What follows belongs to an exercise in optimizing a design on an open flow for small area, a short achievable clock period and few clock cycles; a production flow would make more cautious choices. The RTL was checked by simulation tests, not by an equivalence proof against the original design. Power figures rest on the tool's default switching activity, not on a simulated workload.

==> flow/design.v <==
module xcv_codec (
    input  wire        clk,
    input  wire        rst,           
    input  wire        host_req,
    input  wire        host_we,
    input  wire [15:0] host_addr,
    input  wire [31:0] host_wdata,
    output reg  [31:0] host_rdata,
    output wire        busy,
    output wire        irq
);
    localparam [7:0] ETX = 8'h03;
    reg [7:0] txbuf   [0:31];
    reg [7:0] rxbuf   [0:31];
    reg [6:0] result  [0:29];
    reg [7:0] cmdbuf0 [0:31];
    reg [7:0] cmdbuf1 [0:31];
    reg        busy_r;
    reg [2:0]  err_code;      
    reg [1:0]  rej_code;      
    reg [7:0]  rej_op;
    reg [2:0]  irq_pend;      
    reg [5:0]  irq_en;
    reg [7:0]  chk_calc;
    reg [7:0]  chk_rcvd;
    reg [15:0] cmdlen0;
    reg [15:0] cmdlen1;
    reg [5:0]  tx_len;        
    reg [8:0]  rx_len;
    reg [7:0]  resp_status;
    reg [4:0]  result_len;    
    reg        access_err;
    reg        c_enc;
    reg        c_dec;
    reg        c_kind;
    reg [6:0]  c_addr;
    wire tx_valid = |tx_len;
    assign busy = busy_r;
    assign irq  = |(irq_pend & irq_en[2:0]);
    function keep_byte;
        input [7:0] b;
        begin
            keep_byte = (b == 8'h00) || (b >= 8'h09 && b <= 8'h0D) ||
                        (b >= 8'h20 && b <= 8'h7E);
        end
    endfunction
    wire [7:0] rej_code_full = (rej_code == 2'd0) ? 8'h00 :
                               (rej_code == 2'd1) ? 8'h0C :
                               (rej_code == 2'd2) ? 8'h0D : 8'h0E;
    wire        aligned   = (host_addr[1:0] == 2'b00);
    wire [2:0]  bword     = host_addr[4:2];
    wire        in_txbuf  = (host_addr[15:5] == 11'h080);    
    wire        in_rxbuf  = (host_addr[15:5] == 11'h100);    
    wire        in_result = (host_addr[15:5] == 11'h108);    
    wire        in_cmd0   = (host_addr[15:5] == 11'h180);    
    wire        in_cmd1   = (host_addr[15:5] == 11'h200);    
    reg         reg_mapped;
    reg [31:0]  reg_rdata;
    always @(*) begin
        reg_mapped = 1'b1;
        reg_rdata  = 32'd0;
        case (host_addr)
            16'h0000: reg_rdata = 32'h5843_5601;
            16'h0004: reg_rdata = 32'd0;
            16'h0008: reg_rdata = {28'd0, tx_valid, 2'b00, busy_r};
            16'h000C: reg_rdata = {29'd0, err_code};
            16'h0010: reg_rdata = {16'd0, rej_op, rej_code_full};
            16'h0014: reg_rdata = {29'd0, irq_pend};
            16'h0018: reg_rdata = {26'd0, irq_en};
            16'h001C: reg_rdata = {16'd0, chk_rcvd, chk_calc};
            16'h0044: reg_rdata = {16'd0, cmdlen0};
            16'h0048: reg_rdata = {16'd0, cmdlen1};
            16'h004C: reg_rdata = {26'd0, tx_len};
            16'h0050: reg_rdata = {23'd0, rx_len};
            16'h0054: reg_rdata = {24'd0, resp_status};
            16'h0058: reg_rdata = {27'd0, result_len};
            16'h0070: reg_rdata = {31'd0, access_err};
            16'h0080: reg_rdata = 32'h0064_01E5;
            16'h0084: reg_rdata = 32'h00FA_0064;
            16'h0088: reg_rdata = 32'h0020_0020;
            16'h008C: reg_rdata = 32'h4800_4B00;
            16'h0090: reg_rdata = 32'h1020_0020;
            16'h0094: reg_rdata = 32'h0000_0019;
            default:  reg_mapped = 1'b0;
        endcase
    end
    wire buf_mapped = in_txbuf | in_rxbuf | in_result | in_cmd0 | in_cmd1;
    wire mapped     = aligned & (reg_mapped | buf_mapped);
    wire [7:0] tx0 = {1'b1, txbuf[0][6:0]};
    function [7:0] res_byte;
        input [4:0] j;
        begin
            res_byte = (j < 5'd30) ? {1'b0, result[j]} : 8'h00;
        end
    endfunction
    reg [31:0] buf_rdata;
    always @(*) begin
        buf_rdata = 32'd0;
        if (in_txbuf)
            buf_rdata = {txbuf[{bword, 2'd3}], txbuf[{bword, 2'd2}],
                         txbuf[{bword, 2'd1}],
                         (bword == 3'd0) ? tx0 : txbuf[{bword, 2'd0}]};
        else if (in_rxbuf)
            buf_rdata = {rxbuf[{bword, 2'd3}], rxbuf[{bword, 2'd2}],
                         rxbuf[{bword, 2'd1}], rxbuf[{bword, 2'd0}]};
        else if (in_result)
            buf_rdata = {res_byte({bword, 2'd3}), res_byte({bword, 2'd2}),
                         res_byte({bword, 2'd1}), res_byte({bword, 2'd0})};
        else if (in_cmd0)
            buf_rdata = {cmdbuf0[{bword, 2'd3}], cmdbuf0[{bword, 2'd2}],
                         cmdbuf0[{bword, 2'd1}], cmdbuf0[{bword, 2'd0}]};
        else if (in_cmd1)
            buf_rdata = {cmdbuf1[{bword, 2'd3}], cmdbuf1[{bword, 2'd2}],
                         cmdbuf1[{bword, 2'd1}], cmdbuf1[{bword, 2'd0}]};
    end
    wire [31:0] w       = host_wdata;
    wire        w_enc   = ((w & 32'hFEFF_00FF) == 32'h0000_0001);
    wire        w_ver   = (w == 32'h0000_0002);
    wire        w_dec   = (w == 32'h0000_0003);
    wire [15:0] w_cmdlen = w[24] ? cmdlen1 : cmdlen0;
    wire host_wr  = host_req & host_we;
    wire host_rd  = host_req & ~host_we;
    wire cmd_wr   = host_wr & (host_addr == 16'h0004);
    wire [5:0] enc_n   = c_kind ? cmdlen1[5:0] : cmdlen0[5:0];    
    wire       enc_ovf = (enc_n > 6'd29);
    reg  [7:0] enc_p   [0:28];
    reg  [7:0] enc_bcc;
    integer j;
    always @(*) begin
        enc_bcc = ETX;
        for (j = 0; j < 29; j = j + 1) begin
            enc_p[j] = c_kind ? cmdbuf1[j] : cmdbuf0[j];
            if (j < enc_n) enc_bcc = enc_bcc ^ enc_p[j];
        end
    end
    wire [5:0] rx_m  = rx_len[5:0];                               
    wire [5:0] rx_m1 = rx_m - 6'd1;
    reg  [7:0] chk_c;
    always @(*) begin
        chk_c = 8'd0;
        for (j = 0; j < 31; j = j + 1)
            if (j + 1 < rx_m) chk_c = chk_c ^ rxbuf[j];
    end
    wire [7:0] chk_r  = rxbuf[rx_m1[4:0]];
    wire       rx_empty = (rx_m == 6'd0);
    wire       chk_ok   = (chk_c == chk_r);
    reg [30:1] kp;
    reg [30:1] alive;
    reg        seen_etx;
    always @(*) begin
        seen_etx = 1'b0;
        for (j = 1; j <= 30; j = j + 1) begin
            kp[j]    = keep_byte(rxbuf[j]);
            if (rxbuf[j] == ETX) seen_etx = 1'b1;
            alive[j] = !seen_etx && (j + 1 < rx_m);
        end
    end
    reg [4:0] dec_k;
    always @(*) begin
        dec_k = 5'd0;
        for (j = 1; j <= 30; j = j + 1)
            dec_k = dec_k + {4'd0, kp[j] & alive[j]};
    end
    reg [4:0] zc [0:30];
    always @(*) begin
        zc[0] = 5'd0;
        for (j = 1; j <= 30; j = j + 1)
            zc[j] = zc[j-1] + {4'd0, ~kp[j]};
    end
    reg [6:0] nd [0:5][0:29];
    reg       nv [0:5][0:29];
    reg [4:0] ns [0:5][0:29];
    integer s, p;
    always @(*) begin
        for (p = 0; p < 30; p = p + 1) begin
            nd[0][p] = rxbuf[p+1][6:0];
            nv[0][p] = kp[p+1];
            ns[0][p] = zc[p];
        end
        for (s = 0; s < 5; s = s + 1) begin
            for (p = 0; p < 30; p = p + 1) begin
                if (p + (1 << s) < 30 && nv[s][p + (1 << s)] && ns[s][p + (1 << s)][s]) begin
                    nd[s+1][p] = nd[s][p + (1 << s)];
                    nv[s+1][p] = 1'b1;
                    ns[s+1][p] = ns[s][p + (1 << s)];
                end else begin
                    nd[s+1][p] = nd[s][p];
                    nv[s+1][p] = nv[s][p] && !ns[s][p][s];
                    ns[s+1][p] = ns[s][p];
                end
            end
        end
    end
    integer i;
    always @(posedge clk) begin
        if (rst) begin
            busy_r      <= 1'b0;
            err_code    <= 3'd0;
            rej_code    <= 2'd0;
            rej_op      <= 8'd0;
            irq_pend    <= 3'd0;
            irq_en      <= 6'd0;
            chk_calc    <= 8'd0;
            chk_rcvd    <= 8'd0;
            cmdlen0     <= 16'd0;
            cmdlen1     <= 16'd0;
            tx_len      <= 6'd0;
            rx_len      <= 9'd0;
            resp_status <= 8'd0;
            result_len  <= 5'd0;
            access_err  <= 1'b0;
            c_enc       <= 1'b0;
            c_dec       <= 1'b0;
            c_kind      <= 1'b0;
            c_addr      <= 7'd0;
            host_rdata  <= 32'd0;
        end else begin
            if (host_rd) begin
                if (!mapped) begin
                    host_rdata <= 32'd0;
                    access_err <= 1'b1;
                end else if (reg_mapped) begin
                    host_rdata <= reg_rdata;
                end else begin
                    host_rdata <= buf_rdata;
                end
            end
            if (host_wr) begin
                if (!mapped) begin
                    access_err <= 1'b1;
                end else if (cmd_wr) begin
                    if (!(w_enc | w_ver | w_dec)) begin
                        rej_code    <= 2'd1;
                        rej_op      <= w[7:0];
                        irq_pend[2] <= 1'b1;
                    end else if (busy_r) begin
                        rej_code    <= 2'd2;
                        rej_op      <= w[7:0];
                        irq_pend[2] <= 1'b1;
                    end else if (w_enc && w_cmdlen > 16'd32) begin
                        rej_code    <= 2'd3;
                        rej_op      <= w[7:0];
                        irq_pend[2] <= 1'b1;
                    end else if ((w_ver | w_dec) && rx_len > 9'd32) begin
                        rej_code    <= 2'd3;
                        rej_op      <= w[7:0];
                        irq_pend[2] <= 1'b1;
                    end else begin
                        busy_r <= 1'b1;
                        c_enc  <= w_enc;
                        c_dec  <= w_dec;
                        c_kind <= w[24];
                        c_addr <= w[14:8];
                    end
                end else begin
                    case (host_addr)
                        16'h0014: irq_pend <= irq_pend & ~host_wdata[2:0];
                        16'h0018: irq_en   <= host_wdata[5:0];
                        16'h0070: if (host_wdata[0]) access_err <= 1'b0;
                        16'h0044, 16'h0048, 16'h0050: begin
                            if (busy_r) access_err <= 1'b1;
                            else if (host_addr == 16'h0044) cmdlen0 <= host_wdata[15:0];
                            else if (host_addr == 16'h0048) cmdlen1 <= host_wdata[15:0];
                            else rx_len <= host_wdata[8:0];
                        end
                        default: begin
                            if (in_rxbuf | in_cmd0 | in_cmd1) begin
                                if (busy_r) begin
                                    access_err <= 1'b1;
                                end else begin
                                    for (i = 0; i < 4; i = i + 1) begin
                                        if (in_rxbuf) rxbuf[{bword, i[1:0]}]   <= host_wdata[8*i +: 8];
                                        if (in_cmd0)  cmdbuf0[{bword, i[1:0]}] <= host_wdata[8*i +: 8];
                                        if (in_cmd1)  cmdbuf1[{bword, i[1:0]}] <= host_wdata[8*i +: 8];
                                    end
                                end
                            end
                        end
                    endcase
                end
            end
            if (busy_r) begin
                busy_r      <= 1'b0;
                irq_pend[0] <= 1'b1;
                if (c_enc) begin
                    if (enc_ovf) begin
                        tx_len      <= 6'd0;
                        err_code    <= 3'd1;
                        irq_pend[1] <= 1'b1;
                    end else begin
                        txbuf[0] <= {1'b1, c_addr};
                        for (i = 1; i < 32; i = i + 1) begin
                            if (i <= 29 && i <= enc_n)   txbuf[i] <= enc_p[i-1];
                            else if (i == enc_n + 1)     txbuf[i] <= ETX;
                            else if (i == enc_n + 2)     txbuf[i] <= enc_bcc;
                        end
                        chk_calc <= enc_bcc;
                        tx_len   <= enc_n + 6'd3;
                        err_code <= 3'd0;
                    end
                end else if (rx_empty) begin
                    err_code    <= 3'd2;
                    irq_pend[1] <= 1'b1;
                end else begin
                    chk_calc <= chk_c;
                    chk_rcvd <= chk_r;
                    if (!chk_ok) begin
                        err_code    <= 3'd4;
                        irq_pend[1] <= 1'b1;
                    end else begin
                        err_code <= 3'd0;
                        if (c_dec) begin
                            resp_status <= rxbuf[0];
                            result_len  <= dec_k;
                            for (i = 0; i < 30; i = i + 1)
                                if (i < dec_k) result[i] <= nd[5][i];
                        end
                    end
                end
            end
        end
    end
endmodule
==> flow/run.sh <==
#!/bin/bash
# synth_recipe.tcl (not shown) runs the flow's synth.tcl, then flattens the netlist and writes it again
# the make line also repeats each setting of config.mk as NAME=value (left out here)
make -C /OpenROAD-flow-scripts/flow DESIGN_CONFIG=/design/flow/config.mk WORK_HOME=/design/flow/orfs CLKGATE_MAP_FILE= SYNTH_SCRIPT=/design/flow/synth_recipe.tcl finish
==> flow/config.mk <==
export PLATFORM = sky130hd
export DESIGN_NAME = xcv_codec
export DESIGN_NICKNAME = xcv_codec
export VERILOG_FILES = /design/flow/design.v
export SDC_FILE = /design/flow/constraint.sdc
export NUM_CORES = 4
export LEC_CHECK = 0
export CAP_MARGIN = 20
export CORE_MARGIN = 2
export CORE_UTILIZATION = 40
export PLACE_DENSITY = 0.6
export SLEW_MARGIN = 20
==> flow/constraint.sdc <==
create_clock -name core_clock -period 10.0 [get_ports {clk}]
set_input_delay 2.0000 -clock core_clock [delete_from_list [all_inputs] [get_ports {clk}]]
set_output_delay 2.0000 -clock core_clock [all_outputs]
set_load 0.01 [all_outputs]
==> summary.txt <==
[timing repair]
item	CTS	global route
setup buffers	29	16
resized for setup	155	97
pin swaps	38	32
gates cloned	0	0
hold buffers	0	0
endpoints found under the setup margin	407	414
[kinds of logic after synthesis]
logic type	count (synthesis)	synth area share, %
mux	1417	20.9
fa+ha+maj	153	2.60
flops	1375	45.3
xor+xnor	622	6.59
buf+inv	766	3.28
compound gates	1551	10.7
simple gates	2122	10.7
[through the flow]
stage | cell area, um2 | setup slack [ns] | power, mW | TNS [ns]
detailed placement | 101000 | -1.35 | 6.91 | -236.47
floorplan | 89100 | -1.01 | 6.59 | -107.17
global placement | 101000 | -1.39 | 6.90 | -240.80
finish | 108000 | -1.23 | 12.9 | -298.11
global route | 108000 | -1.44 | 13.1 | -384.25
CTS | 107000 | -1.09 | 12.9 | -204.65
[sequential cells by signal (all words and copies together) (netlist names), 9 cells and up]
signal      cells
cmdlen1        16
cmdlen0        16
rx_len          9
txbuf         248
rxbuf         256
cmdbuf0       256
cmdbuf1       256
result        210
host_rdata     32
[final cells by class]
cell class / count / area (um2) / share of cell area [%]
Antenna cell: 56 / 140 / 0.130
Tap cell: 2871 / 3590 / 3.33
Multi-Input combinational cell: 5865 / 47600 / 44.2
Timing Repair Buffer: 1285 / 10500 / 9.77
Clock buffer: 196 / 4200 / 3.90
Inverter: 203 / 772 / 0.715
Clock inverter: 102 / 1130 / 1.05
Sequential cell: 1375 / 39900 / 37.0
[cell usage in the layout, fill, tap and decap left out, drive strengths merged, types with 73 or more instances in the layout]
master  instances
edfxtp       1233
o21ai         329
nor2          713
clkinv         73
nor3          133
a211oi         74
inv           211
nor2b          83
clkbuf        196
mux2          258
nand2         749
dfxtp         142
a21oi         523
nand4          77
nand3         133
mux4          307
buf          1218
mux2i         852
xnor2         438
ha            102
xor2          167
o22ai         265
[final timing paths]
kind / start / to / slack, ns / cells past startpoint
min reg2reg: c_addr[0]$_SDFFE_PP0P_ / tx0[0]$_DFFE_PP_ / 0.43 / 0
max reg2reg: rxbuf[1][0]$_DFFE_PP_ / result[0][0]$_DFFE_PP_ / -1.23 / 35
max: rxbuf[1][0]$_DFFE_PP_ / result[0][0]$_DFFE_PP_ / -1.23 / 35
min: c_addr[0]$_SDFFE_PP0P_ / tx0[0]$_DFFE_PP_ / 0.43 / 0
[synthesized netlist by cell type (11+ instances only)]
master / instances
edfxtp_1: 1233
mux2i_1: 850
nand2_1: 749
nor2_1: 711
a21oi_1: 522
clkbuf_1: 478
xnor2_1: 433
mux4_2: 307
o21ai_0: 281
o22ai_1: 264
mux2_2: 258
inv_1: 196
xor2_1: 161
dfxtp_1: 142
nand3_1: 133
nor3_1: 133
ha_1: 102
nor2b_1: 83
buf_1: 78
nand4_1: 77
a211oi_1: 74
a22oi_1: 66
o211ai_1: 57
fa_1: 50
nor4_1: 50
nand2b_1: 48
o21ai_1: 48
a31oi_1: 38
a221oi_1: 21
and2_1: 21
o221ai_1: 21
a22o_1: 20
and3_1: 18
nor3b_1: 18
o21a_1: 17
a21boi_0: 14
a222oi_1: 14
nand3b_1: 14
or3_1: 14
or2_2: 13
or4_1: 13
xnor3_1: 11
[per-layer routing]
metal  vias to the layer above  wire length [um]  part of all wire, %  track usage (%)
li1                      31800                 -                    -                -
met1                     40800            202000                   39             60.3
met2                      7151            193000                   37             57.6
met3                      1276             90200                   17             24.4
met4                        50             28900                  5.6             19.6
met5                         -              1910                 0.37             4.72
[power by group through the flow]
stage	registers [mW]	logic (mW)	clock network [mW]
detailed placement	6.34	0.569	0
floorplan	6.34	0.245	0
CTS	6.22	0.570	6.12
global placement	6.34	0.564	0
global route	6.21	0.594	6.32
finish	6.22	0.604	6.12
==> flow_metrics.py <==
metrics = {
    "route": {
        "wirelength_mm": 517,
        "via_per_inst": 6.79,
        "drc_errors": 0,
        "ant_nets": 0,
        "first_pass_iters": 7,
        "vias": 81100,
        "wl_per_cell_um": 43.2,
        "drtIter0Drc": 15500,
    },
    "cts": {
        "cts_max_path_buffers": 3,
        "clk_latency_ns": 0.87,
        "cts-buffers-inserted": 160,
        "tritoncts": "done",
        "htreeDepth": 4,
        "clk_pin_slew_ns": 0.06,
        "clock_sinks": 1375,
        "cts_root_buffer": "clkbuf_16",
    },
    "worst_setup_path": {
        "endpoint_kind": "flip-flop",
        "cp.required_ns": 10.60,
        "critPathMaxStageDelay_ns": 0.61,
        "cp_top_family": "adder cells",
        "path_class": "reg -> reg",
        "arrival_ns": 11.83,
        "path_max_fanout": 7,
        "worst_setup_path_start_kind": "flip-flop",
        "slowest_stage": "fa_2",
        "path_buf_inv": 6,
        "path_common_cell": "fa_1",
    },
    "synth": {
        "syn_inst": 8006,
        "synthDominantCellAreaShare_pct": 42.1,
        "syn-num-nets": 8210,
        "syn_area_mm2": 0.0880,
        "ys_seq_elements": 1375,
        "synth-edff-count": 1233,
        "yosys.area.top_type": "edfxtp_1",
        "synthDistinctLibCells": 94,
        "synth_seq_area_share_pct": 45.3,
        "synth_warnings": 8,
        "async_flop_share_pct": 0,
        "synthFlopType": "edfxtp_1",
        "synthTopCellsByArea": "edfxtp_1 42%, mux2i_1 9.7%, mux4_2 7.9%",
        "synth.avg_cell_area_um2": 11.0,
    },
    "placed_design": {
        "place_congestion": 1.12,
        "port_buffers": 85,
        "dp_hpwl_mm": 401,
        "dpl.cell_count": 11600,
    },
    "sta": {
        "fmax_mhz": 89.0,
        "finalClockSkew_ns": 0.0576,
        "finalHoldViolations": 0,
        "rsz0062_at_grt": "true",
        "maxSlewViolCount": 12,
        "post-route-period-util_pct": 112,
        "relSlewSlack_pct": -11.3,
        "tightest_slew_ns": 1.66,
        "setup_viol": 414,
        "worst_slack_ns": -1.23,
        "period_needed_ns": 11.23,
        "hold_ws_ns": 0.434,
    },
    "power": {
        "p_sw_mw": 3.16,
        "p_per_area_mw_per_mm2": 120,
        "swShare_pct": 24.4,
        "power.leakage_nw": 38.1,
        "intPower_mw": 9.79,
        "seqPwrFrac_pct": 48.0,
        "power_frac_comb_pct": 4.7,
        "vdd_drop_max_mv": 0.183,
        "clockPowerShare_pct": 47.3,
    },
    "grt": {
        "first_global_vias": 74000,
        "grt_max_degree": 98,
        "grtUsageTotal_pct": 44.8,
        "grt_pass1_wl_mm": 675,
        "overflow": 0,
        "antenna_found_initial": 71,
    },
    "cells_and_area": {
        "fillers": 19800,
        "finish.utilization_pct": 49.2,
        "nets": 9094,
        "instances_no_fill": 12000,
        "syn2layout_area_growth_pct": 22.6,
        "layout-drive-gt1-share_pct": 26.7,
    },
    "die": {
        "die-area_mm2": 0.224,
        "fp.dieW_um": 473,
        "start_util_pct": 40.1,
        "core-area_mm2": 0.219,
        "dieHeight_um": 473,
        "ios": 86,
        "row_count": 172,
    },
    "hold_path": {
        "hold_path.class": "reg -> reg",
    },
    "outcome": {
        "failed_checks": "capacitance limit, slew limit, setup timing",
        "status": "failed layout checks",
    },
    "flow_run": {
        "cap_violations": 1,
    },
}
Testbench counts, summed over its fixed seeds: cycles 15,774.

==> separate check: timing with driven ports <==
The results above use ideal ports. As a check the final layout listed here was re-extracted and re-timed, cells and wires unchanged. Step 1 assumes that a clkbuf_16 drives the clock port and a buf_2 every other input. Step 2 adds t to the input delays and takes it off the output delays; t is the mean of the earliest and latest rising clock arrival at the registers after step 1. Input paths then give back, and output paths get back, about the clock's delay inside the block. Three values: no drivers, after step 1, after step 2; two values: the first two.
t, ns: 0.948
setup slack, ns: -1.230 / -1.230 / -1.230
hold WS [ns]: 0.434 / 0.434 / 0.434
worst setup path after step 2: register to register
The setup slack of this run moves by 0.000 ns with the drivers and by 0.000 ns with both steps.
